This design comes from an exercise in tuning for small area on the open sky130 flow, not from production work. In this exercise RTL edits were held to simulation tests only and were not proved equivalent to the original. The clock input has no modelled driver; a real chip could not lean on it and would need a root buffer or a full tree. Power figures rest on the tool's default switching activity, not on a simulated workload.

`flow/run.sh`:
```
#!/bin/bash
# Own layout flow: the standard ORFS flow (standard.sh) with these changes.
# - The identity multiplexer (module owb_idmux) is taken from the hand-mapped
#   gate-level netlist flow/idmux_gl.v instead of being synthesised from the RTL.
# - Synthesis is synth_recipe.tcl unchanged except for its abc call
#   (flow/synth.tcl): each area-only ABC script in flow/abc_scripts.txt maps
#   a copy of the design, and the one giving the smallest area maps the
#   design itself. Yosys's adder extraction is off (ADDER_MAP_FILE empty),
#   so ABC maps the counters too.
# - The port buffers are buf_1 cells.
# - Clock tree synthesis uses clkbuf_4 buffers and adds no dummy loads; then
#   flow/post_cts.tcl removes the root buffer, which drives only the two leaf
#   buffers, so that the clock port drives them, and makes each leaf buffer
#   driving more than 10 clock pins a clkbuf_8.
# Logs: subst.log, flow_make.log (all of make's and ORFS's output) and ORFS's
# own per-step logs under orfs/logs.
set -euo pipefail
W=$PWD
export OWB_WORK_DIR=$W
export OWB_FLOW_DIR=$W/flow
python3 flow/subst.py design.v flow/idmux_gl.v > design_own.v 2> subst.log
export BUFFER_PORTS_ARGS="-buffer_cell sky130_fd_sc_hd__buf_1"
export CTS_ARGS="${OWB_CTS_ARGS:--repair_clock_nets -buf_list sky130_fd_sc_hd__clkbuf_4 -root_buf sky130_fd_sc_hd__clkbuf_4 -dont_use_dummy_load}"
export POST_CTS_TCL=$W/flow/post_cts.tcl
bash standard.sh VERILOG_FILES=$W/design_own.v SYNTH_SCRIPT=$W/flow/synth.tcl ADDER_MAP_FILE= finish > flow_make.log 2>&1
```
`flow/abc_scripts.txt`:
```
strash; dc2; &get -n; &dch; &nf -a -R 1000; &put; topo
strash; &get -n; &dch -f; &nf -a -R 1000; &put; topo
strash; &get -n; &fraig -x; &dc2; &dch -f; &nf -a -R 2000; &put; topo
strash; dch; map -a; topo
strash; dc2; &get -n; &dch; &nf -a -R 1000; &put; strash; dc2; &get -n; &dch; &nf -a -R 1000; &put; topo
strash; balance; rewrite; refactor; balance; rewrite; rewrite -z; balance; refactor -z; rewrite -z; balance; &get -n; &dch -f; &nf -a -R 1000; &put; topo
strash; dch; amap; topo
strash; dc2; dch -f; amap; topo
strash; dc2; &get -n; &dch; &nf -a -R 1000; &put; strash; dc2; &get -n; &dch; &nf -a -R 1000; &put; strash; dc2; &get -n; &dch; &nf -a -R 1000; &put; topo
strash; dc2; &get -n; &dch; &nf -a -R 1000; &put; strash; dc2; &get -n; &dch; &nf -a -R 1000; &put; strash; dc2; &get -n; &dch; &nf -a -R 1000; &put; strash; dc2; &get -n; &dch; &nf -a -R 1000; &put; topo
strash; dc2; &get -n; &dch; &nf -a -R 1000; &put; strash; &get -n; &dch -f; &nf -a -R 1000; &put; topo
strash; &get -n; &dch -f; &nf -a -R 1000; &put; strash; dc2; &get -n; &dch; &nf -a -R 1000; &put; topo
strash; dc2; &get -n; &dch; &nf -a -R 1000; &put; strash; dc2; &get -n; &dch; &nf -a -R 1000; &put; strash; dc2; &get -n; &dch; &nf -a -R 1000; &put; strash; dc2; &get -n; &dch; &nf -a -R 1000; &put; strash; dc2; &get -n; &dch; &nf -a -R 1000; &put; strash; dc2; &get -n; &dch; &nf -a -R 1000; &put; topo
strash; &get -n; &dch -f; &nf -a -R 1000; &put; strash; &get -n; &dch -f; &nf -a -R 1000; &put; strash; &get -n; &dch -f; &nf -a -R 1000; &put; strash; &get -n; &dch -f; &nf -a -R 1000; &put; topo
strash; dc2; &get -n; &dch -x; &nf -a -R 1000; &put; strash; dc2; &get -n; &dch -x; &nf -a -R 1000; &put; strash; dc2; &get -n; &dch -x; &nf -a -R 1000; &put; strash; dc2; &get -n; &dch -x; &nf -a -R 1000; &put; topo
strash; dc2; &get -n; &dch; &nf -a -R 1000; &put; strash; &get -n; &dch -f; &nf -a -R 1000; &put; strash; dc2; &get -n; &dch; &nf -a -R 1000; &put; strash; &get -n; &dch -f; &nf -a -R 1000; &put; topo
strash; &get -n; &synch2; &nf -a -R 1000; &put; strash; dc2; &get -n; &dch; &nf -a -R 1000; &put; strash; dc2; &get -n; &dch; &nf -a -R 1000; &put; strash; dc2; &get -n; &dch; &nf -a -R 1000; &put; topo
strash; dc2; &get -n; &dch; &nf -a -R 1000; &put; strash; dc2; &get -n; &dch; &nf -a -R 1000; &put; strash; dc2; &get -n; &dch; &nf -a -R 1000; &put; strash; dc2; &get -n; &dch; &nf -a -R 1000; &put; strash; &get -n; &dch -f; &nf -a -R 1000; &put; topo
strash; dc2; &get -n; &dch; &nf -a -R 2000 -C 24; &put; strash; dc2; &get -n; &dch; &nf -a -R 1000; &put; strash; dc2; &get -n; &dch; &nf -a -R 1000; &put; strash; dc2; &get -n; &dch; &nf -a -R 1000; &put; topo
strash; dc2; &get -n; &dch; &nf -a -R 1000; &put; mfs3 -a; topo
strash; dc2; &get -n; &dch; &nf -a -R 1000; &put; strash; dc2; &get -n; &dch; &nf -a -R 1000; &put; strash; dc2; &get -n; &dch; &nf -a -R 1000; &put; strash; dc2; &get -n; &dch; &nf -a -R 1000; &put; mfs3 -a; topo
strash; &get -n; &synch2; &nf -a -R 1000; &put; strash; dc2; &get -n; &dch; &nf -a -R 1000; &put; strash; dc2; &get -n; &dch; &nf -a -R 1000; &put; strash; dc2; &get -n; &dch; &nf -a -R 1000; &put; mfs3 -a; topo
strash; dc2; &get -n; &dch; &nf -a -R 1000; &put; strash; dc2; &get -n; &dch; &nf -a -R 1000; &put; strash; dc2; &get -n; &dch; &nf -a -R 1000; &put; strash; dc2; &get -n; &dch; &nf -a -R 1000; &put; mfs3 -ae -H 5 -R 4; topo
strash; &get -n; &synch2; &nf -a -R 1000; &put; strash; dc2; &get -n; &dch; &nf -a -R 1000; &put; strash; dc2; &get -n; &dch; &nf -a -R 1000; &put; strash; dc2; &get -n; &dch; &nf -a -R 1000; &put; mfs3 -ae -H 5 -R 4; topo
strash; dc2; &get -n; &dch; &nf -a -R 1000; &put; mfs3 -ae -H 5 -R 4; strash; dc2; &get -n; &dch; &nf -a -R 1000; &put; mfs3 -ae -H 5 -R 4; strash; dc2; &get -n; &dch; &nf -a -R 1000; &put; mfs3 -ae -H 5 -R 4; topo
strash; dc2; &get -n; &dch; &nf -a -R 1000; &put; strash; dc2; &get -n; &dch; &nf -a -R 1000; &put; strash; dc2; &get -n; &dch; &nf -a -R 1000; &put; strash; dc2; &get -n; &dch; &nf -a -R 1000; &put; mfs3 -ae -K 8 -H 6 -R 4; topo
strash; &get -n; &deepsyn -I 20 -J 20 -S 0; &put; strash; dc2; &get -n; &dch; &nf -a -R 1000; &put; strash; dc2; &get -n; &dch; &nf -a -R 1000; &put; strash; dc2; &get -n; &dch; &nf -a -R 1000; &put; mfs3 -ae -H 5 -R 4; topo
strash; &get -n; &deepsyn -I 20 -J 20 -S 1; &put; strash; dc2; &get -n; &dch; &nf -a -R 1000; &put; strash; dc2; &get -n; &dch; &nf -a -R 1000; &put; strash; dc2; &get -n; &dch; &nf -a -R 1000; &put; mfs3 -ae -H 5 -R 4; topo
strash; &get -n; &deepsyn -I 20 -J 20 -S 2; &put; strash; dc2; &get -n; &dch; &nf -a -R 1000; &put; strash; dc2; &get -n; &dch; &nf -a -R 1000; &put; strash; dc2; &get -n; &dch; &nf -a -R 1000; &put; mfs3 -ae -H 5 -R 4; topo
strash; &get -n; &deepsyn -I 20 -J 20 -S 3; &put; strash; dc2; &get -n; &dch; &nf -a -R 1000; &put; strash; dc2; &get -n; &dch; &nf -a -R 1000; &put; strash; dc2; &get -n; &dch; &nf -a -R 1000; &put; mfs3 -ae -H 5 -R 4; topo
strash; &get -n; &deepsyn -I 20 -J 20 -S 4; &put; strash; dc2; &get -n; &dch; &nf -a -R 1000; &put; strash; dc2; &get -n; &dch; &nf -a -R 1000; &put; strash; dc2; &get -n; &dch; &nf -a -R 1000; &put; mfs3 -ae -H 5 -R 4; topo
strash; &get -n; &deepsyn -I 20 -J 20 -S 5; &put; strash; dc2; &get -n; &dch; &nf -a -R 1000; &put; strash; dc2; &get -n; &dch; &nf -a -R 1000; &put; strash; dc2; &get -n; &dch; &nf -a -R 1000; &put; mfs3 -ae -H 5 -R 4; topo
strash; &get -n; &deepsyn -I 20 -J 20 -S 6; &put; strash; dc2; &get -n; &dch; &nf -a -R 1000; &put; strash; dc2; &get -n; &dch; &nf -a -R 1000; &put; strash; dc2; &get -n; &dch; &nf -a -R 1000; &put; mfs3 -ae -H 5 -R 4; topo
strash; &get -n; &deepsyn -I 20 -J 20 -S 7; &put; strash; dc2; &get -n; &dch; &nf -a -R 1000; &put; strash; dc2; &get -n; &dch; &nf -a -R 1000; &put; strash; dc2; &get -n; &dch; &nf -a -R 1000; &put; mfs3 -ae -H 5 -R 4; topo
strash; &get -n; &deepsyn -I 20 -J 20 -S 8; &put; strash; dc2; &get -n; &dch; &nf -a -R 1000; &put; strash; dc2; &get -n; &dch; &nf -a -R 1000; &put; strash; dc2; &get -n; &dch; &nf -a -R 1000; &put; mfs3 -ae -H 5 -R 4; topo
strash; &get -n; &deepsyn -I 20 -J 20 -S 9; &put; strash; dc2; &get -n; &dch; &nf -a -R 1000; &put; strash; dc2; &get -n; &dch; &nf -a -R 1000; &put; strash; dc2; &get -n; &dch; &nf -a -R 1000; &put; mfs3 -ae -H 5 -R 4; topo
strash; &get -n; &deepsyn -I 20 -J 20 -S 10; &put; strash; dc2; &get -n; &dch; &nf -a -R 1000; &put; strash; dc2; &get -n; &dch; &nf -a -R 1000; &put; strash; dc2; &get -n; &dch; &nf -a -R 1000; &put; mfs3 -ae -H 5 -R 4; topo
strash; &get -n; &deepsyn -I 20 -J 20 -S 11; &put; strash; dc2; &get -n; &dch; &nf -a -R 1000; &put; strash; dc2; &get -n; &dch; &nf -a -R 1000; &put; strash; dc2; &get -n; &dch; &nf -a -R 1000; &put; mfs3 -ae -H 5 -R 4; topo
strash; &get -n; &deepsyn -I 20 -J 20 -S 12; &put; strash; dc2; &get -n; &dch; &nf -a -R 1000; &put; strash; dc2; &get -n; &dch; &nf -a -R 1000; &put; strash; dc2; &get -n; &dch; &nf -a -R 1000; &put; mfs3 -ae -H 5 -R 4; topo
strash; &get -n; &deepsyn -I 20 -J 20 -S 13; &put; strash; dc2; &get -n; &dch; &nf -a -R 1000; &put; strash; dc2; &get -n; &dch; &nf -a -R 1000; &put; strash; dc2; &get -n; &dch; &nf -a -R 1000; &put; mfs3 -ae -H 5 -R 4; topo
strash; &get -n; &deepsyn -I 20 -J 20 -S 14; &put; strash; dc2; &get -n; &dch; &nf -a -R 1000; &put; strash; dc2; &get -n; &dch; &nf -a -R 1000; &put; strash; dc2; &get -n; &dch; &nf -a -R 1000; &put; mfs3 -ae -H 5 -R 4; topo
strash; &get -n; &deepsyn -I 20 -J 20 -S 15; &put; strash; dc2; &get -n; &dch; &nf -a -R 1000; &put; strash; dc2; &get -n; &dch; &nf -a -R 1000; &put; strash; dc2; &get -n; &dch; &nf -a -R 1000; &put; mfs3 -ae -H 5 -R 4; topo
strash; &get -n; &deepsyn -I 20 -J 20 -S 16; &put; strash; dc2; &get -n; &dch; &nf -a -R 1000; &put; strash; dc2; &get -n; &dch; &nf -a -R 1000; &put; strash; dc2; &get -n; &dch; &nf -a -R 1000; &put; mfs3 -ae -H 5 -R 4; topo
strash; &get -n; &deepsyn -I 20 -J 20 -S 17; &put; strash; dc2; &get -n; &dch; &nf -a -R 1000; &put; strash; dc2; &get -n; &dch; &nf -a -R 1000; &put; strash; dc2; &get -n; &dch; &nf -a -R 1000; &put; mfs3 -ae -H 5 -R 4; topo
strash; &get -n; &deepsyn -I 20 -J 20 -S 18; &put; strash; dc2; &get -n; &dch; &nf -a -R 1000; &put; strash; dc2; &get -n; &dch; &nf -a -R 1000; &put; strash; dc2; &get -n; &dch; &nf -a -R 1000; &put; mfs3 -ae -H 5 -R 4; topo
strash; &get -n; &deepsyn -I 20 -J 20 -S 19; &put; strash; dc2; &get -n; &dch; &nf -a -R 1000; &put; strash; dc2; &get -n; &dch; &nf -a -R 1000; &put; strash; dc2; &get -n; &dch; &nf -a -R 1000; &put; mfs3 -ae -H 5 -R 4; topo
strash; &get -n; &deepsyn -I 20 -J 20 -S 20; &put; strash; dc2; &get -n; &dch; &nf -a -R 1000; &put; strash; dc2; &get -n; &dch; &nf -a -R 1000; &put; strash; dc2; &get -n; &dch; &nf -a -R 1000; &put; mfs3 -ae -H 5 -R 4; topo
strash; &get -n; &deepsyn -I 20 -J 20 -S 21; &put; strash; dc2; &get -n; &dch; &nf -a -R 1000; &put; strash; dc2; &get -n; &dch; &nf -a -R 1000; &put; strash; dc2; &get -n; &dch; &nf -a -R 1000; &put; mfs3 -ae -H 5 -R 4; topo
strash; &get -n; &deepsyn -I 20 -J 20 -S 22; &put; strash; dc2; &get -n; &dch; &nf -a -R 1000; &put; strash; dc2; &get -n; &dch; &nf -a -R 1000; &put; strash; dc2; &get -n; &dch; &nf -a -R 1000; &put; mfs3 -ae -H 5 -R 4; topo
strash; &get -n; &deepsyn -I 20 -J 20 -S 23; &put; strash; dc2; &get -n; &dch; &nf -a -R 1000; &put; strash; dc2; &get -n; &dch; &nf -a -R 1000; &put; strash; dc2; &get -n; &dch; &nf -a -R 1000; &put; mfs3 -ae -H 5 -R 4; topo
strash; &get -n; &deepsyn -I 20 -J 20 -S 24; &put; strash; dc2; &get -n; &dch; &nf -a -R 1000; &put; strash; dc2; &get -n; &dch; &nf -a -R 1000; &put; strash; dc2; &get -n; &dch; &nf -a -R 1000; &put; mfs3 -ae -H 5 -R 4; topo
strash; &get -n; &deepsyn -I 20 -J 20 -S 25; &put; strash; dc2; &get -n; &dch; &nf -a -R 1000; &put; strash; dc2; &get -n; &dch; &nf -a -R 1000; &put; strash; dc2; &get -n; &dch; &nf -a -R 1000; &put; mfs3 -ae -H 5 -R 4; topo
strash; &get -n; &deepsyn -I 20 -J 20 -S 26; &put; strash; dc2; &get -n; &dch; &nf -a -R 1000; &put; strash; dc2; &get -n; &dch; &nf -a -R 1000; &put; strash; dc2; &get -n; &dch; &nf -a -R 1000; &put; mfs3 -ae -H 5 -R 4; topo
strash; &get -n; &deepsyn -I 20 -J 20 -S 27; &put; strash; dc2; &get -n; &dch; &nf -a -R 1000; &put; strash; dc2; &get -n; &dch; &nf -a -R 1000; &put; strash; dc2; &get -n; &dch; &nf -a -R 1000; &put; mfs3 -ae -H 5 -R 4; topo
strash; &get -n; &deepsyn -I 20 -J 20 -S 28; &put; strash; dc2; &get -n; &dch; &nf -a -R 1000; &put; strash; dc2; &get -n; &dch; &nf -a -R 1000; &put; strash; dc2; &get -n; &dch; &nf -a -R 1000; &put; mfs3 -ae -H 5 -R 4; topo
strash; &get -n; &deepsyn -I 20 -J 20 -S 29; &put; strash; dc2; &get -n; &dch; &nf -a -R 1000; &put; strash; dc2; &get -n; &dch; &nf -a -R 1000; &put; strash; dc2; &get -n; &dch; &nf -a -R 1000; &put; mfs3 -ae -H 5 -R 4; topo
```
`flow/idmux_gl.v`:
```
// Gate-level owb_idmux: b = identity bit {hi, j} where sln[j] == 0.
// Each byte is the AND over its bits of (d | sln), four o22ai and a nor4;
// the byte results go through two mux4 and a mux2.
module owb_idmux (
    input  wire [63:0] d,
    input  wire [7:0]  sln,
    input  wire [2:0]  hi,
    output wire        b
);
    wire [7:0] g;
    wire [31:0] p;
    wire [1:0] h;
    sky130_fd_sc_hd__o22ai_1 oa0 (.A1(d[0]), .A2(sln[0]), .B1(d[1]), .B2(sln[1]), .Y(p[0]));
    sky130_fd_sc_hd__o22ai_1 oa1 (.A1(d[2]), .A2(sln[2]), .B1(d[3]), .B2(sln[3]), .Y(p[1]));
    sky130_fd_sc_hd__o22ai_1 oa2 (.A1(d[4]), .A2(sln[4]), .B1(d[5]), .B2(sln[5]), .Y(p[2]));
    sky130_fd_sc_hd__o22ai_1 oa3 (.A1(d[6]), .A2(sln[6]), .B1(d[7]), .B2(sln[7]), .Y(p[3]));
    sky130_fd_sc_hd__nor4_1 nr0 (.A(p[0]), .B(p[1]), .C(p[2]), .D(p[3]), .Y(g[0]));
    sky130_fd_sc_hd__o22ai_1 oa4 (.A1(d[8]), .A2(sln[0]), .B1(d[9]), .B2(sln[1]), .Y(p[4]));
    sky130_fd_sc_hd__o22ai_1 oa5 (.A1(d[10]), .A2(sln[2]), .B1(d[11]), .B2(sln[3]), .Y(p[5]));
    sky130_fd_sc_hd__o22ai_1 oa6 (.A1(d[12]), .A2(sln[4]), .B1(d[13]), .B2(sln[5]), .Y(p[6]));
    sky130_fd_sc_hd__o22ai_1 oa7 (.A1(d[14]), .A2(sln[6]), .B1(d[15]), .B2(sln[7]), .Y(p[7]));
    sky130_fd_sc_hd__nor4_1 nr1 (.A(p[4]), .B(p[5]), .C(p[6]), .D(p[7]), .Y(g[1]));
    sky130_fd_sc_hd__o22ai_1 oa8 (.A1(d[16]), .A2(sln[0]), .B1(d[17]), .B2(sln[1]), .Y(p[8]));
    sky130_fd_sc_hd__o22ai_1 oa9 (.A1(d[18]), .A2(sln[2]), .B1(d[19]), .B2(sln[3]), .Y(p[9]));
    sky130_fd_sc_hd__o22ai_1 oa10 (.A1(d[20]), .A2(sln[4]), .B1(d[21]), .B2(sln[5]), .Y(p[10]));
    sky130_fd_sc_hd__o22ai_1 oa11 (.A1(d[22]), .A2(sln[6]), .B1(d[23]), .B2(sln[7]), .Y(p[11]));
    sky130_fd_sc_hd__nor4_1 nr2 (.A(p[8]), .B(p[9]), .C(p[10]), .D(p[11]), .Y(g[2]));
    sky130_fd_sc_hd__o22ai_1 oa12 (.A1(d[24]), .A2(sln[0]), .B1(d[25]), .B2(sln[1]), .Y(p[12]));
    sky130_fd_sc_hd__o22ai_1 oa13 (.A1(d[26]), .A2(sln[2]), .B1(d[27]), .B2(sln[3]), .Y(p[13]));
    sky130_fd_sc_hd__o22ai_1 oa14 (.A1(d[28]), .A2(sln[4]), .B1(d[29]), .B2(sln[5]), .Y(p[14]));
    sky130_fd_sc_hd__o22ai_1 oa15 (.A1(d[30]), .A2(sln[6]), .B1(d[31]), .B2(sln[7]), .Y(p[15]));
    sky130_fd_sc_hd__nor4_1 nr3 (.A(p[12]), .B(p[13]), .C(p[14]), .D(p[15]), .Y(g[3]));
    sky130_fd_sc_hd__o22ai_1 oa16 (.A1(d[32]), .A2(sln[0]), .B1(d[33]), .B2(sln[1]), .Y(p[16]));
    sky130_fd_sc_hd__o22ai_1 oa17 (.A1(d[34]), .A2(sln[2]), .B1(d[35]), .B2(sln[3]), .Y(p[17]));
    sky130_fd_sc_hd__o22ai_1 oa18 (.A1(d[36]), .A2(sln[4]), .B1(d[37]), .B2(sln[5]), .Y(p[18]));
    sky130_fd_sc_hd__o22ai_1 oa19 (.A1(d[38]), .A2(sln[6]), .B1(d[39]), .B2(sln[7]), .Y(p[19]));
    sky130_fd_sc_hd__nor4_1 nr4 (.A(p[16]), .B(p[17]), .C(p[18]), .D(p[19]), .Y(g[4]));
    sky130_fd_sc_hd__o22ai_1 oa20 (.A1(d[40]), .A2(sln[0]), .B1(d[41]), .B2(sln[1]), .Y(p[20]));
    sky130_fd_sc_hd__o22ai_1 oa21 (.A1(d[42]), .A2(sln[2]), .B1(d[43]), .B2(sln[3]), .Y(p[21]));
    sky130_fd_sc_hd__o22ai_1 oa22 (.A1(d[44]), .A2(sln[4]), .B1(d[45]), .B2(sln[5]), .Y(p[22]));
    sky130_fd_sc_hd__o22ai_1 oa23 (.A1(d[46]), .A2(sln[6]), .B1(d[47]), .B2(sln[7]), .Y(p[23]));
    sky130_fd_sc_hd__nor4_1 nr5 (.A(p[20]), .B(p[21]), .C(p[22]), .D(p[23]), .Y(g[5]));
    sky130_fd_sc_hd__o22ai_1 oa24 (.A1(d[48]), .A2(sln[0]), .B1(d[49]), .B2(sln[1]), .Y(p[24]));
    sky130_fd_sc_hd__o22ai_1 oa25 (.A1(d[50]), .A2(sln[2]), .B1(d[51]), .B2(sln[3]), .Y(p[25]));
    sky130_fd_sc_hd__o22ai_1 oa26 (.A1(d[52]), .A2(sln[4]), .B1(d[53]), .B2(sln[5]), .Y(p[26]));
    sky130_fd_sc_hd__o22ai_1 oa27 (.A1(d[54]), .A2(sln[6]), .B1(d[55]), .B2(sln[7]), .Y(p[27]));
    sky130_fd_sc_hd__nor4_1 nr6 (.A(p[24]), .B(p[25]), .C(p[26]), .D(p[27]), .Y(g[6]));
    sky130_fd_sc_hd__o22ai_1 oa28 (.A1(d[56]), .A2(sln[0]), .B1(d[57]), .B2(sln[1]), .Y(p[28]));
    sky130_fd_sc_hd__o22ai_1 oa29 (.A1(d[58]), .A2(sln[2]), .B1(d[59]), .B2(sln[3]), .Y(p[29]));
    sky130_fd_sc_hd__o22ai_1 oa30 (.A1(d[60]), .A2(sln[4]), .B1(d[61]), .B2(sln[5]), .Y(p[30]));
    sky130_fd_sc_hd__o22ai_1 oa31 (.A1(d[62]), .A2(sln[6]), .B1(d[63]), .B2(sln[7]), .Y(p[31]));
    sky130_fd_sc_hd__nor4_1 nr7 (.A(p[28]), .B(p[29]), .C(p[30]), .D(p[31]), .Y(g[7]));
    sky130_fd_sc_hd__mux4_1 mx0 (.A0(g[0]), .A1(g[1]), .A2(g[2]), .A3(g[3]), .S0(hi[0]), .S1(hi[1]), .X(h[0]));
    sky130_fd_sc_hd__mux4_1 mx1 (.A0(g[4]), .A1(g[5]), .A2(g[6]), .A3(g[7]), .S0(hi[0]), .S1(hi[1]), .X(h[1]));
    sky130_fd_sc_hd__mux2_1 mx2 (.A0(h[0]), .A1(h[1]), .S(hi[2]), .X(b));
endmodule
```
`flow/post_cts.tcl`:
```
set block [ord::get_db_block]
set clk_net [$block findNet clk]
proc owb_out_net {inst} {
  foreach it [$inst getITerms] {
    if {[$it isOutputSignal]} { return [$it getNet] }
  }
  return "NULL"
}
proc owb_sinks {net} {
  set l {}
  if {$net eq "NULL"} { return $l }
  foreach s [$net getITerms] {
    if {[$s isInputSignal]} { lappend l $s }
  }
  return $l
}
set roots {}
set leaves {}
foreach inst [$block getInsts] {
  if {![string match sky130_fd_sc_hd__clkbuf_* [[$inst getMaster] getName]]} { continue }
  set root 0
  foreach it [$inst getITerms] {
    if {[$it isInputSignal] && [$it getNet] eq $clk_net} { set root 1 }
  }
  if {$root} { lappend roots $inst } else { lappend leaves $inst }
}
foreach inst $leaves {
  set fanout [llength [owb_sinks [owb_out_net $inst]]]
  if {$fanout > 10} {
    puts "post_cts.tcl: [$inst getName] (fanout $fanout) -> sky130_fd_sc_hd__clkbuf_8"
    replace_cell [get_cells [$inst getName]] sky130_fd_sc_hd__clkbuf_8
  }
}
foreach inst $roots {
  set net [owb_out_net $inst]
  set sinks [owb_sinks $net]
  set ok [expr {[llength $sinks] <= 4}]
  foreach s $sinks {
    set m [[[$s getInst] getMaster] getName]
    if {![string match sky130_fd_sc_hd__clkbuf_* $m]} { set ok 0 }
  }
  if {!$ok} { continue }
  puts "post_cts.tcl: removing root buffer [$inst getName]; clk drives [llength $sinks] leaf buffers"
  foreach s $sinks {
    $s disconnect
    $s connect $clk_net
  }
  foreach it [$inst getITerms] { $it disconnect }
  odb::dbInst_destroy $inst
  odb::dbNet_destroy $net
}
detailed_placement
check_placement -verbose
```
`flow/subst.py`:
```
#!/usr/bin/env python3
"""Print design.v (argv[1]) with its module owb_idmux replaced by the gate-level one in argv[2]."""
import re
import sys

src = open(sys.argv[1]).read()
gl = open(sys.argv[2]).read()
m = re.search(r"^\s*module\s+owb_idmux\b.*?^\s*endmodule\b", src, re.S | re.M)
if not m:
    sys.exit("subst.py: no module owb_idmux in " + sys.argv[1])
sys.stdout.write(src[: m.start()] + "\n" + src[m.end():] + "\n" + gl)
```
`flow/synth.tcl`:
```
# The standard flow's synthesis script (synth_recipe.tcl, sourced unchanged) with its
# technology mapping done by ABC with area-only scripts in place of ORFS's:
# each script in flow/abc_scripts.txt (one per line) maps a copy of the
# design in a separate Yosys run (log owb_abc_try_N.log, area in
# owb_abc_area_N.txt), and the script whose mapping has the smallest cell
# area then maps the design itself (ABC is deterministic, so it gives the
# same mapping). A script that makes ABC abort is skipped. The -script, -D
# and -constr arguments ORFS gives abc are dropped; the liberty and dont_use
# arguments are kept.
proc abc {args} {
  set keep {}
  set libs {}
  set i 0
  while {$i < [llength $args]} {
    set a [lindex $args $i]
    if {$a in {-script -D -constr}} { incr i 2; continue }
    if {$a eq "-liberty"} { lappend libs [lindex $args [expr {$i + 1}]] }
    lappend keep $a
    incr i
  }
  set w $::env(OWB_WORK_DIR)
  set f [open $::env(OWB_FLOW_DIR)/abc_scripts.txt r]
  set scripts [split [string trim [read $f]] "\n"]
  close $f
  set statargs {}
  foreach l $libs { lappend statargs -liberty $l }
  set yosys_exe yosys
  if {[info exists ::env(YOSYS_EXE)] && $::env(YOSYS_EXE) ne ""} { set yosys_exe $::env(YOSYS_EXE) }
  yosys write_rtlil $w/owb_pre_abc.il
  set best_area -1
  set best_sf ""
  set n 0
  foreach s $scripts {
    incr n
    set sf $w/owb_abc_$n.script
    set g [open $sf w]
    puts $g $s
    close $g
    set af $w/owb_abc_area_$n.txt
    set tf $w/owb_abc_try_$n.ys
    set g [open $tf w]
    puts $g "read_rtlil $w/owb_pre_abc.il"
    puts $g "abc -script $sf $keep"
    puts $g "opt_clean"
    puts $g "tee -o $af stat $statargs"
    close $g
    if {[catch {exec $yosys_exe -q -l $w/owb_abc_try_$n.log -s $tf >& /dev/null} err]} {
      puts "abc script $n ($s): failed in its trial run, skipped"
      continue
    }
    set g [open $af r]
    set out [read $g]
    close $g
    set area -1
    regexp {Chip area for module[^:]*:\s*([0-9.]+)} $out -> area
    puts "abc script $n ($s): area $area"
    if {$area >= 0 && ($best_area < 0 || $area < $best_area)} {
      set best_area $area
      set best_sf $sf
    }
  }
  puts "abc: mapping with $best_sf (area $best_area)"
  yosys abc -script $best_sf {*}$keep
  yosys opt_clean
  set out [yosys tee -q -s result.string stat {*}$statargs]
  set area -1
  regexp {Chip area for module[^:]*:\s*([0-9.]+)} $out -> area
  puts "abc: area of the kept mapping $area"
}
source $::env(OWB_WORK_DIR)/synth_recipe.tcl
```
`standard.sh`:
```
#!/bin/bash
# synth_recipe.tcl (not shown) runs the flow's synth.tcl, then flattens the netlist and writes it again
# the make line also repeats each setting of config.mk as NAME=value (left out here)
make -C /OpenROAD-flow-scripts/flow DESIGN_CONFIG=/design/flow/config.mk WORK_HOME=/design/flow/orfs CLKGATE_MAP_FILE= SYNTH_SCRIPT=/design/flow/synth_recipe.tcl "${@:-finish}"
```
`config.mk`:
```
export PLATFORM = sky130hd
export DESIGN_NAME = owb_slave
export DESIGN_NICKNAME = owb_slave
export VERILOG_FILES = /design/flow/design.v
export SDC_FILE = /design/flow/constraint.sdc
export NUM_CORES = 4
export LEC_CHECK = 0
export ABC_AREA = 1
export CAP_MARGIN = 20
export CORE_MARGIN = 2
export CORE_UTILIZATION = 40
export SLEW_MARGIN = 20
```
`constraint.sdc`:
```
create_clock -name core_clock -period 10.0 [get_ports {clk}]
set_input_delay 2.0000 -clock core_clock [delete_from_list [all_inputs] [get_ports {clk}]]
set_output_delay 2.0000 -clock core_clock [all_outputs]
set_load 0.01 [all_outputs]
```
`design.v`:
```
module owb_slave (
    input  wire        clk,
    input  wire        por,             
    input  wire        line_in,         
    input  wire [63:0] identity,        
    output wire        line_drive_low
);
    localparam [1:0] P_WAIT    = 2'd0;
    localparam [1:0] P_SLOT    = 2'd1;
    localparam [1:0] P_RSTPOLL = 2'd3;
    localparam [1:0] P_RSTSEQ  = 2'd2;
    localparam [2:0] M_IDLE  = 3'd0;    
    localparam [2:0] M_DC    = 3'd1;    
    localparam [2:0] M_RXA   = 3'd2;    
    localparam [2:0] M_RXB   = 3'd3;    
    localparam [2:0] M_DB    = 3'd4;    
    localparam [2:0] M_DA    = 3'd5;    
    localparam [2:0] M_REP   = 3'd6;    
    reg [1:0] ph;
    reg [7:0] t;
    reg [2:0] m;
    reg [5:0] cur;
    wire b;                             
    wire er    = m[2];                         
    wire armed = er & (b ^ (m != M_DB));    
    wire t0   = (t[4:0] == 5'd0);               
    wire t28  = t[4] & t[3] & t[2];             
    wire t198 = t[7] & t[6] & t[2] & t[1];      
    wire tz   = (t == 8'd0);                    
    wire tpr  = t[7] | t[6] | t[5] | t[4];      
    wire t164 = t[7] & t[5] & t[2];             
    assign line_drive_low = ((ph == P_SLOT) & t[7]) | ((ph == P_RSTSEQ) & tpr);
    reg [1:0] n_ph;
    reg [7:0] n_t;
    reg       ev_wbit, wbit, ev_rearm;
    always @(*) begin
        n_ph     = ph;
        n_t      = t + 1'b1;
        ev_wbit  = 1'b0;
        wbit     = 1'b0;
        ev_rearm = 1'b0;
        case (ph)
            P_WAIT: begin
                n_t     = {armed, 5'd0, t[0] & ~line_in, line_in};
                if (t[1]) begin
                    if (!armed && er) begin
                        ev_rearm = 1'b1;                  
                        if (!line_in) n_ph = P_RSTPOLL;
                    end else begin
                        if (!line_in) n_ph = P_SLOT;
                    end
                end
            end
            P_SLOT: begin
                if (line_in) n_t[1:0] = 2'b01;
                if (t28) begin
                    n_t[7] = 1'b0;
                    n_ph = line_in ? P_WAIT : P_RSTPOLL;
                    if (t[7]) ev_rearm = 1'b1;            
                    else       ev_wbit  = 1'b1;           
                end else if (line_in) begin
                    n_ph = P_WAIT;
                    if (!t0) begin
                        ev_wbit = 1'b1;                   
                        wbit    = 1'b1;
                    end
                end
            end
            P_RSTPOLL: begin
                if (t198) begin                           
                    n_t      = {6'd0, line_in, 1'b0};
                    n_ph     = P_RSTSEQ;
                end else if (line_in) begin
                    n_ph = P_WAIT;
                    n_t[1:0] = 2'b01;
                end
            end
            default: begin  
                if (tz) n_t = {6'd0, line_in, 1'b0};
                if (t164) begin
                    n_ph = P_WAIT;
                    n_t[0] = 1'b0;      
                end
            end
        endcase
    end
    reg [2:0] n_m;
    reg [5:0] n_cur;
    wire [2:0] bi = cur[2:0];
    always @(*) begin
        n_m   = m;
        n_cur = cur;
        if (ph == P_RSTSEQ)
            n_cur = 6'd56;
        else if (ev_wbit || (ev_rearm && m == M_REP))
            n_cur = cur + 1'b1;
        if (ev_wbit) begin
            case (m)
                M_RXA, M_RXB: begin
                    if (bi == 3'd0)
                        n_m = wbit ? M_RXA : M_RXB;
                    else if (wbit != ((m == M_RXA) ? ~bi[1] : bi[2]))
                        n_m = M_IDLE;
                    else if (bi == 3'd7)
                        n_m = (m == M_RXA) ? M_REP : M_DA;
                end
                M_DC: begin
                    if (wbit != b || cur == 6'd63)
                        n_m = M_IDLE;                     
                    else
                        n_m = M_DA;
                end
                default: ;
            endcase
        end
        if (ev_rearm) begin
            case (m)
                M_REP: if (cur == 6'd63) n_m = M_IDLE;
                M_DA:  n_m = M_DB;
                M_DB:  n_m = M_DC;
                default: ;
            endcase
        end
        if (ph == P_RSTSEQ) n_m = M_RXA;
    end
    owb_idmux u_idmux (
        .d   (identity),
        .sln (~(8'd1 << cur[2:0])),
        .hi  (cur[5:3]),
        .b   (b)
    );
    always @(posedge clk) begin
        if (por) begin
            ph   <= P_WAIT;
            m    <= M_IDLE;
            t[1:0] <= 2'b00;
        end else begin
            ph   <= n_ph;
            m    <= n_m;
            t[1:0] <= n_t[1:0];
        end
        t[7:2] <= n_t[7:2];
        cur <= n_cur;
    end
endmodule
module owb_idmux (
    input  wire [63:0] d,
    input  wire [7:0]  sln,
    input  wire [2:0]  hi,
    output wire        b
);
    wire [7:0] g;
    genvar i;
    generate
        for (i = 0; i < 8; i = i + 1) begin : grp
            assign g[i] = &(d[8*i +: 8] | sln);
        end
    endgenerate
    assign b = g[hi];
endmodule
```
==> results of run 1 <==
[cell usage in the layout, fill, tap and decap left out, drive strengths merged]
cell     synthesis  layout
a2111oi          2       2
a211oi           1       1
a21oi           11      11
a222oi           1       1
a31oi            4       4
and2             1       1
and3             4       4
and4             1       1
and4b            1       1
buf              0      67
clkbuf           0       2
clkinv           4       4
dfxtp           19      19
mux2             1       1
mux4             2       2
nand2           23      23
nand2b           1       1
nand3            5       5
nand3b           2       2
nand4            1       1
nand4b           1       1
nor2            20      20
nor2b            2       2
nor3             7       7
nor3b            1       1
nor4            10      10
o21ai            8       8
o22ai           34      34
o31ai            1       1
or2              1       1
or3              1       1
xnor2            3       3
xor2             4       4
[cell families after synthesis]
group,count (synthesis)
AND/OR/NAND/NOR,82
AO/OA/AOI/OAI,62
flip-flops,19
buffers and inverters,4
multiplexers,3
XOR/XNOR,7
[final cells by class]
class / instances / area, um^2 / share of cell area
clock buffers: 2 / 21.3 / 0.0131
inverters: 4 / 15.0 / 0.00923
multi-input cells: 154 / 903 / 0.555
flip-flops and latches: 19 / 380 / 0.234
well taps: 44 / 55.1 / 0.0338
repair buffers: 67 / 251 / 0.155
[how the worst min path moves through the flow]
stage | start | to | slack (ns)
final | t[6]$_DFF_P_ | t[6]$_DFF_P_ | 0.51
after global routing | t[6]$_DFF_P_ | t[6]$_DFF_P_ | 0.54
after detailed placement | t[6]$_DFF_P_ | t[6]$_DFF_P_ | 0.50
after global placement | t[6]$_DFF_P_ | t[6]$_DFF_P_ | 0.48
after floorplan | t[6]$_DFF_P_ | t[6]$_DFF_P_ | 0.46
[worst max-delay path, stage by stage]
cell	delay, ns
buf_1	0.07
o22ai_1	0.19
nor4_1	0.09
mux4_1	0.49
mux2_1	0.34
xor2_1	0.20
nand4_1	0.11
o21ai_0	0.13
nand3_1	0.13
nor2_1	0.17
a21oi_1	0.16
nor2_1	0.30
nand2_1	0.13
nor2_1	0.14
o21ai_0	0.10
[routing by layer]
metal,part of all wire,track usage,up-vias
met5,0,0,-
met1,0.47,0.322,788
met4,0.0066,0.0435,0
met3,0.036,0.0426,6
li1,-,-,841
met2,0.48,0.390,42
[state kept, by name, summed over array words and instances (netlist names)]
signal  cells
ph          2
t           8
m           3
cur         6
[stage by stage]
| stage | total power, mW | area [um^2] | worst slack (ns) | hold slack [ns] |
|---|---|---|---|---|
| finish | 0.190 | 1630 | 5.25 | 0.514 |
| global route | 0.203 | 1630 | 4.93 | 0.541 |
| detailed placement | 0.160 | 1610 | 5.13 | 0.504 |
| global placement | 0.157 | 1610 | 5.22 | 0.479 |
| floorplan | 0.135 | 1300 | 5.53 | 0.456 |
[power breakdown]
group / switching, mW / internal (mW) / total, mW
Combinational: 0.0383 / 0.0347 / 0.0730
Sequential: 0.00663 / 0.0789 / 0.0855
Clock: 0.0179 / 0.0139 / 0.0318
==> results.sh, run 1 <==
export IMPL_synth_area_top_cells="dfxtp_1 29%, o22ai_1 16%, nand2_1 6.6%"
export IMPL_rr_startpoint="cur[2]$_SDFFE_PP0P_"
export IMPL_yosysTopAreaCellShare=0.293
export IMPL_n_antenna_cell=0
export IMPL_yosys_warnings=1
export IMPL_tightest_slew_ns=0.870
export IMPL_synth_compound_area_frac=0.289
export IMPL_grt_max_degree=14
export IMPL_syn_inst=177
export IMPL_synth_cell_types=31
export IMPL_grt_ovfl_total=0
export IMPL_synth_seq_area_share=0.293
export IMPL_fp_coreArea_mm2=0.00308
export IMPL_worstSetupPathType="in2reg"
export IMPL_num_nets_final=315
export IMPL_ant_nets=0
export IMPL_wl_per_cell_um=14.0
export IMPL_synth_most_common_cell="o22ai_1"
export IMPL_syn_avg_cell_area_um2=7.34
export IMPL_synth_edf_count=0
export IMPL_drive_gt1_frac=0.00813
export IMPL_timing_rr_end="cur[4]$_SDFFE_PP1P_"
export IMPL_synth_area_mm2=0.00130
export IMPL_grt_pass1_wl_mm=6.71
export IMPL_dieArea_mm2=0.00372
export IMPL_die_x_um=61.0
export IMPL_first_pass_iters=4
export IMPL_die_height_um=61.0
export IMPL_worstSetupEndpoint="cur[4]$_SDFFE_PP1P_"
export IMPL_placed_cells=288
export IMPL_worstPathRequired_ns=10.00
export IMPL_clk_latency_ns=0.15
export IMPL_yosys_area_share_adder=0
export IMPL_synthTopCellsByCount="34 x o22ai_1, 23 x nand2_1, 20 x nor2_1"
export IMPL_slew_headroom=0.405
export IMPL_drc_errors=0
export IMPL_port_buffers=67
export IMPL_cts_sinks=19
export IMPL_area_delta_synth_final_pct=25.2
export IMPL_critPathLaunchType="input port"
export IMPL_drtIter0Drc=91
export IMPL_ir_drop_uv=66.8
export IMPL_rsz0062_at_grt="false"
export IMPL_path_clk_slew_ns=0.07
export IMPL_setup_violations=0
export IMPL_fillCellCount=342
export IMPL_start_util=0.422
export IMPL_antenna_found_initial=0
export IMPL_leakage_nw=0.524
export IMPL_synth_simple_area_share=0.310
export IMPL_ys_ff_latch=19
export IMPL_final_cells=290
export IMPL_hold_viol_final=0
export IMPL_synthXorXnorAreaFrac=0.0472
export IMPL_period_share=0.475
export IMPL_synth_main_ff_cell="dfxtp_1"
export IMPL_worstHoldPathType="reg2reg"
export IMPL_fin_crit_ns=4.75
export IMPL_gp_congestion=0.820
export IMPL_power_density_mw_per_mm2=117
export IMPL_cp_max_fo=5
export IMPL_skew_ns=0.0190
export IMPL_hold_depth=1
export IMPL_worstPathArrival_ns=4.75
export IMPL_status="finished clean"
export IMPL_synth_nets=244
export IMPL_async_reset_ff_frac=0
export IMPL_vias_per_cell=5.78
export IMPL_startpoint="identity[0]"
export IMPL_routed_wl_mm=4.07
export IMPL_maxSlewViolCount=0
export IMPL_place_hpwl_mm=3.36
export IMPL_top_level_ports=68
export IMPL_fin_util=0.528
export IMPL_r2r_setup_slack_ns=6.12
export IMPL_synthMuxAreaShare=0.0491
export IMPL_yosys_area_top_type="dfxtp_1"
export IMPL_cap_violations=0
export IMPL_fmax_ghz=0.211
export IMPL_grt_pass1_vias=1554
export IMPL_vias=1677
export IMPL_row_count=20
export IMPL_endpoint_kind="flop"
export IMPL_synth_top_family_by_area="simple AND/OR/NAND/NOR gates"
export IMPL_grt_use_total=0.235
export IMPL_r2r_cells=15
export IMPL_fin_setup_tns_ns=0
==> run 2, diff against run 1 <==
--- a/flow/abc_scripts.txt
+++ b/flow/abc_scripts.txt
@@ -54,3 +54,43 @@
 strash; &get -n; &deepsyn -I 20 -J 20 -S 27; &put; strash; dc2; &get -n; &dch; &nf -a -R 1000; &put; strash; dc2; &get -n; &dch; &nf -a -R 1000; &put; strash; dc2; &get -n; &dch; &nf -a -R 1000; &put; mfs3 -ae -H 5 -R 4; topo
 strash; &get -n; &deepsyn -I 20 -J 20 -S 28; &put; strash; dc2; &get -n; &dch; &nf -a -R 1000; &put; strash; dc2; &get -n; &dch; &nf -a -R 1000; &put; strash; dc2; &get -n; &dch; &nf -a -R 1000; &put; mfs3 -ae -H 5 -R 4; topo
 strash; &get -n; &deepsyn -I 20 -J 20 -S 29; &put; strash; dc2; &get -n; &dch; &nf -a -R 1000; &put; strash; dc2; &get -n; &dch; &nf -a -R 1000; &put; strash; dc2; &get -n; &dch; &nf -a -R 1000; &put; mfs3 -ae -H 5 -R 4; topo
+strash; &get -n; &deepsyn -I 20 -J 20 -S 30; &put; strash; dc2; &get -n; &dch; &nf -a -R 1000; &put; strash; dc2; &get -n; &dch; &nf -a -R 1000; &put; strash; dc2; &get -n; &dch; &nf -a -R 1000; &put; mfs3 -ae -H 5 -R 4; topo
+strash; &get -n; &deepsyn -I 20 -J 20 -S 31; &put; strash; dc2; &get -n; &dch; &nf -a -R 1000; &put; strash; dc2; &get -n; &dch; &nf -a -R 1000; &put; strash; dc2; &get -n; &dch; &nf -a -R 1000; &put; mfs3 -ae -H 5 -R 4; topo
+strash; &get -n; &deepsyn -I 20 -J 20 -S 32; &put; strash; dc2; &get -n; &dch; &nf -a -R 1000; &put; strash; dc2; &get -n; &dch; &nf -a -R 1000; &put; strash; dc2; &get -n; &dch; &nf -a -R 1000; &put; mfs3 -ae -H 5 -R 4; topo
+strash; &get -n; &deepsyn -I 20 -J 20 -S 33; &put; strash; dc2; &get -n; &dch; &nf -a -R 1000; &put; strash; dc2; &get -n; &dch; &nf -a -R 1000; &put; strash; dc2; &get -n; &dch; &nf -a -R 1000; &put; mfs3 -ae -H 5 -R 4; topo
+strash; &get -n; &deepsyn -I 20 -J 20 -S 34; &put; strash; dc2; &get -n; &dch; &nf -a -R 1000; &put; strash; dc2; &get -n; &dch; &nf -a -R 1000; &put; strash; dc2; &get -n; &dch; &nf -a -R 1000; &put; mfs3 -ae -H 5 -R 4; topo
+strash; &get -n; &deepsyn -I 20 -J 20 -S 35; &put; strash; dc2; &get -n; &dch; &nf -a -R 1000; &put; strash; dc2; &get -n; &dch; &nf -a -R 1000; &put; strash; dc2; &get -n; &dch; &nf -a -R 1000; &put; mfs3 -ae -H 5 -R 4; topo
+strash; &get -n; &deepsyn -I 20 -J 20 -S 36; &put; strash; dc2; &get -n; &dch; &nf -a -R 1000; &put; strash; dc2; &get -n; &dch; &nf -a -R 1000; &put; strash; dc2; &get -n; &dch; &nf -a -R 1000; &put; mfs3 -ae -H 5 -R 4; topo
+strash; &get -n; &deepsyn -I 20 -J 20 -S 37; &put; strash; dc2; &get -n; &dch; &nf -a -R 1000; &put; strash; dc2; &get -n; &dch; &nf -a -R 1000; &put; strash; dc2; &get -n; &dch; &nf -a -R 1000; &put; mfs3 -ae -H 5 -R 4; topo
+strash; &get -n; &deepsyn -I 20 -J 20 -S 38; &put; strash; dc2; &get -n; &dch; &nf -a -R 1000; &put; strash; dc2; &get -n; &dch; &nf -a -R 1000; &put; strash; dc2; &get -n; &dch; &nf -a -R 1000; &put; mfs3 -ae -H 5 -R 4; topo
+strash; &get -n; &deepsyn -I 20 -J 20 -S 39; &put; strash; dc2; &get -n; &dch; &nf -a -R 1000; &put; strash; dc2; &get -n; &dch; &nf -a -R 1000; &put; strash; dc2; &get -n; &dch; &nf -a -R 1000; &put; mfs3 -ae -H 5 -R 4; topo
+strash; &get -n; &deepsyn -I 20 -J 20 -S 40; &put; strash; dc2; &get -n; &dch; &nf -a -R 1000; &put; strash; dc2; &get -n; &dch; &nf -a -R 1000; &put; strash; dc2; &get -n; &dch; &nf -a -R 1000; &put; mfs3 -ae -H 5 -R 4; topo
+strash; &get -n; &deepsyn -I 20 -J 20 -S 41; &put; strash; dc2; &get -n; &dch; &nf -a -R 1000; &put; strash; dc2; &get -n; &dch; &nf -a -R 1000; &put; strash; dc2; &get -n; &dch; &nf -a -R 1000; &put; mfs3 -ae -H 5 -R 4; topo
+strash; &get -n; &deepsyn -I 20 -J 20 -S 42; &put; strash; dc2; &get -n; &dch; &nf -a -R 1000; &put; strash; dc2; &get -n; &dch; &nf -a -R 1000; &put; strash; dc2; &get -n; &dch; &nf -a -R 1000; &put; mfs3 -ae -H 5 -R 4; topo
+strash; &get -n; &deepsyn -I 20 -J 20 -S 43; &put; strash; dc2; &get -n; &dch; &nf -a -R 1000; &put; strash; dc2; &get -n; &dch; &nf -a -R 1000; &put; strash; dc2; &get -n; &dch; &nf -a -R 1000; &put; mfs3 -ae -H 5 -R 4; topo
+strash; &get -n; &deepsyn -I 20 -J 20 -S 44; &put; strash; dc2; &get -n; &dch; &nf -a -R 1000; &put; strash; dc2; &get -n; &dch; &nf -a -R 1000; &put; strash; dc2; &get -n; &dch; &nf -a -R 1000; &put; mfs3 -ae -H 5 -R 4; topo
+strash; &get -n; &deepsyn -I 20 -J 20 -S 45; &put; strash; dc2; &get -n; &dch; &nf -a -R 1000; &put; strash; dc2; &get -n; &dch; &nf -a -R 1000; &put; strash; dc2; &get -n; &dch; &nf -a -R 1000; &put; mfs3 -ae -H 5 -R 4; topo
+strash; &get -n; &deepsyn -I 20 -J 20 -S 46; &put; strash; dc2; &get -n; &dch; &nf -a -R 1000; &put; strash; dc2; &get -n; &dch; &nf -a -R 1000; &put; strash; dc2; &get -n; &dch; &nf -a -R 1000; &put; mfs3 -ae -H 5 -R 4; topo
+strash; &get -n; &deepsyn -I 20 -J 20 -S 47; &put; strash; dc2; &get -n; &dch; &nf -a -R 1000; &put; strash; dc2; &get -n; &dch; &nf -a -R 1000; &put; strash; dc2; &get -n; &dch; &nf -a -R 1000; &put; mfs3 -ae -H 5 -R 4; topo
+strash; &get -n; &deepsyn -I 20 -J 20 -S 48; &put; strash; dc2; &get -n; &dch; &nf -a -R 1000; &put; strash; dc2; &get -n; &dch; &nf -a -R 1000; &put; strash; dc2; &get -n; &dch; &nf -a -R 1000; &put; mfs3 -ae -H 5 -R 4; topo
+strash; &get -n; &deepsyn -I 20 -J 20 -S 49; &put; strash; dc2; &get -n; &dch; &nf -a -R 1000; &put; strash; dc2; &get -n; &dch; &nf -a -R 1000; &put; strash; dc2; &get -n; &dch; &nf -a -R 1000; &put; mfs3 -ae -H 5 -R 4; topo
+strash; &get -n; &deepsyn -I 20 -J 20 -S 50; &put; strash; dc2; &get -n; &dch; &nf -a -R 1000; &put; strash; dc2; &get -n; &dch; &nf -a -R 1000; &put; strash; dc2; &get -n; &dch; &nf -a -R 1000; &put; mfs3 -ae -H 5 -R 4; topo
+strash; &get -n; &deepsyn -I 20 -J 20 -S 51; &put; strash; dc2; &get -n; &dch; &nf -a -R 1000; &put; strash; dc2; &get -n; &dch; &nf -a -R 1000; &put; strash; dc2; &get -n; &dch; &nf -a -R 1000; &put; mfs3 -ae -H 5 -R 4; topo
+strash; &get -n; &deepsyn -I 20 -J 20 -S 52; &put; strash; dc2; &get -n; &dch; &nf -a -R 1000; &put; strash; dc2; &get -n; &dch; &nf -a -R 1000; &put; strash; dc2; &get -n; &dch; &nf -a -R 1000; &put; mfs3 -ae -H 5 -R 4; topo
+strash; &get -n; &deepsyn -I 20 -J 20 -S 53; &put; strash; dc2; &get -n; &dch; &nf -a -R 1000; &put; strash; dc2; &get -n; &dch; &nf -a -R 1000; &put; strash; dc2; &get -n; &dch; &nf -a -R 1000; &put; mfs3 -ae -H 5 -R 4; topo
+strash; &get -n; &deepsyn -I 20 -J 20 -S 54; &put; strash; dc2; &get -n; &dch; &nf -a -R 1000; &put; strash; dc2; &get -n; &dch; &nf -a -R 1000; &put; strash; dc2; &get -n; &dch; &nf -a -R 1000; &put; mfs3 -ae -H 5 -R 4; topo
+strash; &get -n; &deepsyn -I 20 -J 20 -S 55; &put; strash; dc2; &get -n; &dch; &nf -a -R 1000; &put; strash; dc2; &get -n; &dch; &nf -a -R 1000; &put; strash; dc2; &get -n; &dch; &nf -a -R 1000; &put; mfs3 -ae -H 5 -R 4; topo
+strash; &get -n; &deepsyn -I 20 -J 20 -S 56; &put; strash; dc2; &get -n; &dch; &nf -a -R 1000; &put; strash; dc2; &get -n; &dch; &nf -a -R 1000; &put; strash; dc2; &get -n; &dch; &nf -a -R 1000; &put; mfs3 -ae -H 5 -R 4; topo
+strash; &get -n; &deepsyn -I 20 -J 20 -S 57; &put; strash; dc2; &get -n; &dch; &nf -a -R 1000; &put; strash; dc2; &get -n; &dch; &nf -a -R 1000; &put; strash; dc2; &get -n; &dch; &nf -a -R 1000; &put; mfs3 -ae -H 5 -R 4; topo
+strash; &get -n; &deepsyn -I 20 -J 20 -S 58; &put; strash; dc2; &get -n; &dch; &nf -a -R 1000; &put; strash; dc2; &get -n; &dch; &nf -a -R 1000; &put; strash; dc2; &get -n; &dch; &nf -a -R 1000; &put; mfs3 -ae -H 5 -R 4; topo
+strash; &get -n; &deepsyn -I 20 -J 20 -S 59; &put; strash; dc2; &get -n; &dch; &nf -a -R 1000; &put; strash; dc2; &get -n; &dch; &nf -a -R 1000; &put; strash; dc2; &get -n; &dch; &nf -a -R 1000; &put; mfs3 -ae -H 5 -R 4; topo
+strash; &get -n; &deepsyn -I 20 -J 20 -S 60; &put; strash; dc2; &get -n; &dch; &nf -a -R 1000; &put; strash; dc2; &get -n; &dch; &nf -a -R 1000; &put; strash; dc2; &get -n; &dch; &nf -a -R 1000; &put; mfs3 -ae -H 5 -R 4; topo
+strash; &get -n; &deepsyn -I 20 -J 20 -S 61; &put; strash; dc2; &get -n; &dch; &nf -a -R 1000; &put; strash; dc2; &get -n; &dch; &nf -a -R 1000; &put; strash; dc2; &get -n; &dch; &nf -a -R 1000; &put; mfs3 -ae -H 5 -R 4; topo
+strash; &get -n; &deepsyn -I 20 -J 20 -S 62; &put; strash; dc2; &get -n; &dch; &nf -a -R 1000; &put; strash; dc2; &get -n; &dch; &nf -a -R 1000; &put; strash; dc2; &get -n; &dch; &nf -a -R 1000; &put; mfs3 -ae -H 5 -R 4; topo
+strash; &get -n; &deepsyn -I 20 -J 20 -S 63; &put; strash; dc2; &get -n; &dch; &nf -a -R 1000; &put; strash; dc2; &get -n; &dch; &nf -a -R 1000; &put; strash; dc2; &get -n; &dch; &nf -a -R 1000; &put; mfs3 -ae -H 5 -R 4; topo
+strash; &get -n; &deepsyn -I 20 -J 20 -S 64; &put; strash; dc2; &get -n; &dch; &nf -a -R 1000; &put; strash; dc2; &get -n; &dch; &nf -a -R 1000; &put; strash; dc2; &get -n; &dch; &nf -a -R 1000; &put; mfs3 -ae -H 5 -R 4; topo
+strash; &get -n; &deepsyn -I 20 -J 20 -S 65; &put; strash; dc2; &get -n; &dch; &nf -a -R 1000; &put; strash; dc2; &get -n; &dch; &nf -a -R 1000; &put; strash; dc2; &get -n; &dch; &nf -a -R 1000; &put; mfs3 -ae -H 5 -R 4; topo
+strash; &get -n; &deepsyn -I 20 -J 20 -S 66; &put; strash; dc2; &get -n; &dch; &nf -a -R 1000; &put; strash; dc2; &get -n; &dch; &nf -a -R 1000; &put; strash; dc2; &get -n; &dch; &nf -a -R 1000; &put; mfs3 -ae -H 5 -R 4; topo
+strash; &get -n; &deepsyn -I 20 -J 20 -S 67; &put; strash; dc2; &get -n; &dch; &nf -a -R 1000; &put; strash; dc2; &get -n; &dch; &nf -a -R 1000; &put; strash; dc2; &get -n; &dch; &nf -a -R 1000; &put; mfs3 -ae -H 5 -R 4; topo
+strash; &get -n; &deepsyn -I 20 -J 20 -S 68; &put; strash; dc2; &get -n; &dch; &nf -a -R 1000; &put; strash; dc2; &get -n; &dch; &nf -a -R 1000; &put; strash; dc2; &get -n; &dch; &nf -a -R 1000; &put; mfs3 -ae -H 5 -R 4; topo
+strash; &get -n; &deepsyn -I 20 -J 20 -S 69; &put; strash; dc2; &get -n; &dch; &nf -a -R 1000; &put; strash; dc2; &get -n; &dch; &nf -a -R 1000; &put; strash; dc2; &get -n; &dch; &nf -a -R 1000; &put; mfs3 -ae -H 5 -R 4; topo
==> results.sh, run 2 <==
export IMPL_status="finished clean"
export IMPL_synth_area_mm2=0.00130
export IMPL_die_x_um=61.0
export IMPL_slew_headroom=0.405
export IMPL_period_share=0.475
export IMPL_worstSetupPathType="in2reg"
export IMPL_clk_latency_ns=0.15
export IMPL_r2r_cells=15
export IMPL_setup_violations=0
export IMPL_cp_slowest_stage_delay_ns=0.49
export IMPL_die_height_um=61.0
export IMPL_row_count=20
export IMPL_drtIter0Drc=91
export IMPL_synth_cell_types=31
export IMPL_final_cells=290
export IMPL_drc_errors=0
export IMPL_leakage_nw=0.524
export IMPL_crit_path_top_delay_cell="mux4_1"
export IMPL_synth_main_ff_cell="dfxtp_1"
export IMPL_final_cell_mix="67 x buf_1, 34 x o22ai_1, 23 x nand2_1"
export IMPL_skew_ns=0.0190
export IMPL_grt_max_degree=14
export IMPL_first_pass_iters=4
export IMPL_gp_congestion=0.820
export IMPL_synth_edf_count=0
export IMPL_fp_coreArea_mm2=0.00308
export IMPL_path_clk_slew_ns=0.07
export IMPL_yosys_area_top_type="dfxtp_1"
export IMPL_fin_crit_ns=4.75
export IMPL_tightest_slew_ns=0.870
export IMPL_port_buffers=67
export IMPL_antenna_found_initial=0
export IMPL_synthTopCellsByCount="34 x o22ai_1, 23 x nand2_1, 20 x nor2_1"
export IMPL_synth_most_common_cell="o22ai_1"
export IMPL_power_uw=190
export IMPL_drive_gt1_frac=0.00813
export IMPL_grt_ovfl_total=0
export IMPL_num_nets_final=315
export IMPL_endpoint_kind="flop"
export IMPL_critPathLaunchType="input port"
export IMPL_hold_depth=1
export IMPL_cts_sinks=19
export IMPL_grt_use_total=0.235
export IMPL_rsz0062_at_grt="false"
export IMPL_final_common_cell="buf_1"
export IMPL_vias=1677
export IMPL_power_density_mw_per_mm2=117
export IMPL_yosys_warnings=1
export IMPL_fin_setup_tns_ns=0
export IMPL_place_hpwl_mm=3.36
export IMPL_syn_inst=177
export IMPL_fmax_ghz=0.211
export IMPL_grt_pass1_vias=1554
export IMPL_grt_pass1_wl_mm=6.71
export IMPL_start_util=0.422
export IMPL_top_regs="t: 8 flops, cur: 6 flops, m: 3 flops"
export IMPL_cpMostUsedCell="nor2_1"
export IMPL_ys_ff_latch=19
export IMPL_synth_nets=244
export IMPL_routed_wl_mm=4.07
export IMPL_fin_util=0.528
export IMPL_largest_register="t"
export IMPL_cap_violations=0
export IMPL_placed_cells=288
export IMPL_maxSlewViolCount=0
export IMPL_ir_drop_uv=66.8
export IMPL_dieArea_mm2=0.00372
export IMPL_synth_area_top_cells="dfxtp_1 29%, o22ai_1 16%, nand2_1 6.6%"
export IMPL_worstPathRequired_ns=10.00
export IMPL_hold_viol_final=0
export IMPL_wl_per_cell_um=14.0
export IMPL_worstHoldPathType="reg2reg"
export IMPL_whs_ns=0.514
export IMPL_async_reset_ff_frac=0
export IMPL_syn_avg_cell_area_um2=7.34
export IMPL_worstPathArrival_ns=4.75
export IMPL_yosysTopAreaCellShare=0.293
export IMPL_synth_seq_area_share=0.293
export IMPL_largest_reg_flops=8
export IMPL_n_antenna_cell=0
export IMPL_ant_nets=0
export IMPL_area_delta_synth_final_pct=25.2
export IMPL_crit_chain="buf_1, o22ai_1, nor4_1, mux4_1, mux2_1, xor2_1, nand4_1, o21ai_0, nand3_1, nor2_1, a21oi_1, nor2_1, nand2_1, nor2_1, o21ai_0"
export IMPL_vias_per_cell=5.78
export IMPL_cp_max_fo=5
export IMPL_top_level_ports=68
==> run 2: final cells by class <==
cell class,count,area [um^2]
fill,342,1450
multi-input combinational,154,903
sequential,19,380
timing repair buffer,67,251
tap,44,55.1
clock buffer,2,21.3
inverter,4,15.0
==> run 2: path summary, 6_finish.rpt <==
path / startpoint / to / slack (ns)
worst min-delay path: t[6]$_DFF_P_ / t[6]$_DFF_P_ / 0.51
worst max register to register: cur[2]$_SDFFE_PP0P_ / cur[4]$_SDFFE_PP1P_ / 6.12
worst min register to register: t[6]$_DFF_P_ / t[6]$_DFF_P_ / 0.51
worst max-delay path: identity[0] / cur[4]$_SDFFE_PP1P_ / 5.25
==> run 2: through the flow <==
stage | setup slack [ns] | area (um^2)
2_1_floorplan | 5.53 | 1300
3_3_place_gp | 5.22 | 1610
3_5_place_dp | 5.13 | 1610
5_1_grt | 4.93 | 1630
6_report | 5.25 | 1630
==> run 2: critical path: cells and delay by family <==
kind | cells | cell delay, ns
AOI/OAI and AO/OA | 4 | 0.58
xor gates and xnor gates | 1 | 0.20
muxes | 2 | 0.83
buffers and inverters | 1 | 0.07
and+or+nand+nor | 7 | 1.07
==> run 2: metal layers <==
layer  part of all wire  GRT usage
met2               0.48      0.390
met5                  0          0
met1               0.47      0.322
met3              0.036     0.0426
met4             0.0066     0.0435
==> run 2: where the power goes <==
group	internal, mW	switching, mW	leakage (nW)	total, mW
Combinational	0.0347	0.0383	0.358	0.0730
Clock	0.0139	0.0179	0.0118	0.0318
Sequential	0.0789	0.00663	0.154	0.0855
Total	0.127	0.0628	0.524	0.190
==> run 2: cell families (layout without fill, tap and decap cells) <==
| logic type | count (synthesis) | count (layout) | share of synthesized area |
|---|---|---|---|
| buffers and inverters | 4 | 73 | 0.0116 |
| AO/OA/AOI/OAI | 62 | 62 | 0.289 |
| multiplexers | 3 | 3 | 0.0491 |
| XOR/XNOR | 7 | 7 | 0.0472 |
| AND/OR/NAND/NOR | 82 | 82 | 0.310 |
| flip-flops | 19 | 19 | 0.293 |

## port drivers added, routing unchanged
Ports are ideal in the flow. The routed layouts listed here were re-timed in OpenROAD. Step 1 sets driving cells, clkbuf_16 on the clock port and buf_2 on the other inputs (assumed; they add their load-dependent delay and slew). Step 2 times the ports against the registers' clock, not the clock port: input delays grow and output delays shrink by t, the midpoint of the rising clock arrivals with the driver on. a / b / c = ideal / step 1 / step 2; a / b = the first two.
run	shift t [ns]	setup WS [ns]	worst hold slack (ns)	latest minus earliest clock arrival (ns)
run 1	0.169	5.255 / 5.263 / 5.093	0.514 / 0.514 / 0.514	0.019 / 0.019
run 2	0.169	5.255 / 5.263 / 5.093	0.514 / 0.514 / 0.514	0.019 / 0.019
After both steps every run listed still meets setup and hold.
